This design comes from an exercise in tuning for small area, a short achievable clock period and few clock cycles per item on the open sky130 flow, not from production work.
The RTL was checked by simulation tests, not by an equivalence proof against the original design.
Power figures rest on the tool's default switching activity, not on a simulated workload.

== cedar ==
==> flow/design.v (excerpt) <==
module ccm_engine (
    input  wire         clk,
    input  wire         rst,           
    input  wire         host_we,
    input  wire [5:0]   host_addr,     
    input  wire [31:0]  host_wdata,
    output reg  [31:0]  host_rdata,
    output wire         irq,
    output reg          mem_req,
    output reg          mem_we,
    output reg  [63:0]  mem_addr,
    output reg  [7:0]   mem_wdata,
    input  wire         mem_ready,
    input  wire [7:0]   mem_rdata,
    input  wire         mem_err,
    output wire         enc_req,
    output wire [127:0] enc_in,
    input  wire         enc_ack,
    input  wire [127:0] enc_out,
    input  wire         cipher_ok
);
For scale: roughly 8,300 cells after synthesis, ~420 I/O pins.
==> flow/config.mk <==
export PLATFORM = sky130hd
export DESIGN_NAME = ccm_engine
export DESIGN_NICKNAME = ccm_engine
export VERILOG_FILES = /design/flow/design.v
export SDC_FILE = /design/flow/constraint.sdc
export NUM_CORES = 4
export LEC_CHECK = 0
export CAP_MARGIN = 25
export CORE_MARGIN = 2
export CORE_UTILIZATION = 45
export CTS_CLUSTER_DIAMETER = 80
export CTS_CLUSTER_SIZE = 24
export PLACE_DENSITY = 0.55
export SLEW_MARGIN = 35
==> flow/constraint.sdc <==
create_clock -name core_clock -period 14.0 [get_ports {clk}]
set_input_delay 2.8000 -clock core_clock [delete_from_list [all_inputs] [get_ports {clk}]]
set_output_delay 2.8000 -clock core_clock [all_outputs]
set_load 0.01 [all_outputs]
standard.sh (not shown) runs the stock make flow with config.mk's settings and CLKGATE_MAP_FILE= SYNTH_SCRIPT=/design/flow/synth_recipe.tcl, a recipe that flattens the netlist after the stock synthesis.
==> flow/flow/run.sh <==
#!/bin/bash
# Layout flow: the standard ORFS flow (standard.sh, unchanged synthesis),
# with two changes made through ORFS variables:
#  - the port buffers are sky130_fd_sc_hd__buf_1 (resized where timing needs it) instead of the default delay
#    buffer, so the combinational host read path is not slowed by them
#    (every port still gets its buffer);
#  - repair_timing aims for 7 ns of setup slack (the SDC clock stays as given).
# Full tool output goes to standard_flow.log in this folder (ORFS keeps its
# per-step logs under orfs/logs).
set -euo pipefail
bash standard.sh \
    "BUFFER_PORTS_ARGS=-buffer_cell sky130_fd_sc_hd__buf_1" \
    SETUP_SLACK_MARGIN=7 \
    finish > standard_flow.log 2>&1
Testbench counts of cedar, summed over its fixed seeds: cycles 49,000, cmds 136.
[inputs] oak vs cedar
diff --git a/flow/config.mk b/flow/config.mk
--- a/flow/config.mk
+++ b/flow/config.mk
@@ -9,6 +9,6 @@
 export CORE_MARGIN = 2
-export CORE_UTILIZATION = 45
+export CORE_UTILIZATION = 55
 export CTS_CLUSTER_DIAMETER = 80
 export CTS_CLUSTER_SIZE = 24
-export PLACE_DENSITY = 0.55
+export PLACE_DENSITY = 0.65
 export SLEW_MARGIN = 35
### Flow results
Post-route worst setup slack: higher on oak
First-iteration DRC count of oak exceeds that of cedar by more than 10%.
cedar ended up with met1 as its layer with the highest usage; oak ended up with met2.
Across both runs, critical path data arrival time was lower for oak than for cedar.
Against cedar, oak reports a sequential share of layout area that is higher.

== lagoon ==
ccm_engine, a different RTL version from the one above (not shown whole).
For scale: ~8,200 cells after synthesis, ~1,200 flip-flops, about 420 I/O pins.
export LEC_CHECK = 0
export CAP_MARGIN = 15
export CORE_MARGIN = 2
export CORE_UTILIZATION = 45
export CTS_CLUSTER_DIAMETER = 80
export CTS_CLUSTER_SIZE = 24
export PLACE_DENSITY = 0.55
export SLEW_MARGIN = 15
create_clock -name core_clock -period 14.0 [get_ports {clk}]
==> flow/flow/run.sh <==
#!/bin/bash
# Layout flow: the standard ORFS flow (standard.sh, unchanged synthesis),
# with two changes made through ORFS variables:
#  - the port buffers are sky130_fd_sc_hd__buf_2 instead of the default delay
#    buffer, so the combinational host read path is not slowed by them
#    (every port still gets its buffer);
#  - repair_timing aims for 7 ns of setup slack (the SDC clock stays as given).
# Full tool output goes to standard_flow.log in this folder (ORFS keeps its
# per-step logs under orfs/logs).
set -euo pipefail
bash standard.sh \
    "BUFFER_PORTS_ARGS=-buffer_cell sky130_fd_sc_hd__buf_2" \
    SETUP_SLACK_MARGIN=7 \
    finish > standard_flow.log 2>&1
Ran to the end and failed final checks on capacitance limit, slew limit: lagoon.
Testbench counts of lagoon, summed over its fixed seeds: cycles 49,000, cmds 136.
Here is what was changed in the inputs of garnet compared with lagoon.
Settings: a change of CTS_CLUSTER_SIZE from 24 to 20; a change of CTS_CLUSTER_DIAMETER from 80 to 60.
Results
garnet: flow completed, timing, DRC and antenna clean
Register bit count reported by yosys: garnet vs lagoon — no meaningful difference
Of the two candidates, lagoon has the worse final worst-path setup slack and garnet the better one.
Relative to lagoon, number of clock buffers inserted by TritonCTS has gone up in garnet.
Delta(worst-skew pair later-pin latency, garnet - lagoon) > 0
lagoon → garnet: via count moved up, routed wirelength normalized by instance count went down, final non-filler cell area went up by 1300 um^2.
The post-route worst hold slack was comparable across garnet and lagoon.
garnet ended with less time the worst path needs with I/O delays and setup than lagoon.
lagoon -> garnet: power of the sequential group flat
STATUS power in the clock group: garnet loses against lagoon
Edits applied to the flow inputs when going from garnet to yarrow:
Settings: a change of CORE_UTILIZATION from 45 to 55; a change of CTS_CLUSTER_DIAMETER from 60 to 80; a change of CTS_CLUSTER_SIZE from 20 to 24; a change of SLEW_MARGIN from 15 to 35; a change of CAP_MARGIN from 15 to 25; a change of PLACE_DENSITY from 0.55 to 0.65.
==> comparison <==
Against garnet as the reference, yarrow delivers a higher critical-path maximum fanout.
Per the comparison of yarrow with garnet, detailed-routed wire length on met3 saw an increase, minimum setup slack after placement shrank by 36 ps, total inserted antenna cells grew by 13.
Aggregate routed wire length | yarrow below garnet
Lower power share of the combinational group goes to garnet over yarrow.
Comparing garnet and yarrow, the higher end-of-flow core utilization was measured on yarrow.
In yarrow, the clock-pin slew on the worst setup and hold paths came out 30 ps above the value in garnet.
Cmp garnet and yarrow / count of vias placed by the detailed router / higher: yarrow
Cell area was higher in the run labelled garnet.
The following lists how maple was set up differently from yarrow:
Settings: CORE_UTILIZATION: 55 -> 45; PLACE_DENSITY: 0.65 -> 0.55.
[summary]
Re via count: maple and yarrow aren't equal, and the higher value belongs to yarrow. Between maple and yarrow, the compound-cell area share of the yosys netlist figures differ only marginally. Between yarrow and maple, sequential share of layout area decreased.

-- re-timing with driven ports --
The flow's constraints put no driver on any port. The routed layouts listed below were extracted and timed again, unchanged, in two steps.
Step 1 assumes that a clkbuf_16 drives the clock port and a buf_2 every other input.
Step 2 adds t to the input delays and takes it off the output delays; t is the mean of the earliest and latest rising clock arrival at the registers after step 1. Input paths then give back, and output paths get back, about the clock's delay inside the block.
Slacks: no drivers / after step 1 / after step 2; pairs: no drivers / after step 1.
| run | t, ns | setup WS [ns] | clock arrival spread, ns | worst register clock-pin slew, ns | pins driven straight from the clock port |
|---|---|---|---|---|---|
| cedar | 0.883 | 6.648 / 6.432 / 6.432 | 0.039 / 0.039 | 0.11 / 0.11 | 1 |
| oak | 0.863 | 6.675 / 6.384 / 6.384 | 0.078 / 0.078 | 0.11 / 0.11 | 1 |
| lagoon | 0.875 | 6.775 / 6.317 / 6.317 | 0.047 / 0.047 | 0.11 / 0.11 | 1 |
| garnet | 0.913 | 6.782 / 6.262 / 6.262 | 0.042 / 0.041 | 0.09 / 0.09 | 1 |
| yarrow | 0.855 | 6.608 / 6.366 / 6.366 | 0.043 / 0.043 | 0.11 / 0.11 | 1 |
| maple | 0.867 | 6.698 / 6.208 / 6.208 | 0.055 / 0.055 | 0.11 / 0.11 | 1 |
For garnet, which loses most, drivers alone change the setup slack by -0.520 ns; drivers and shift together by -0.520 ns.
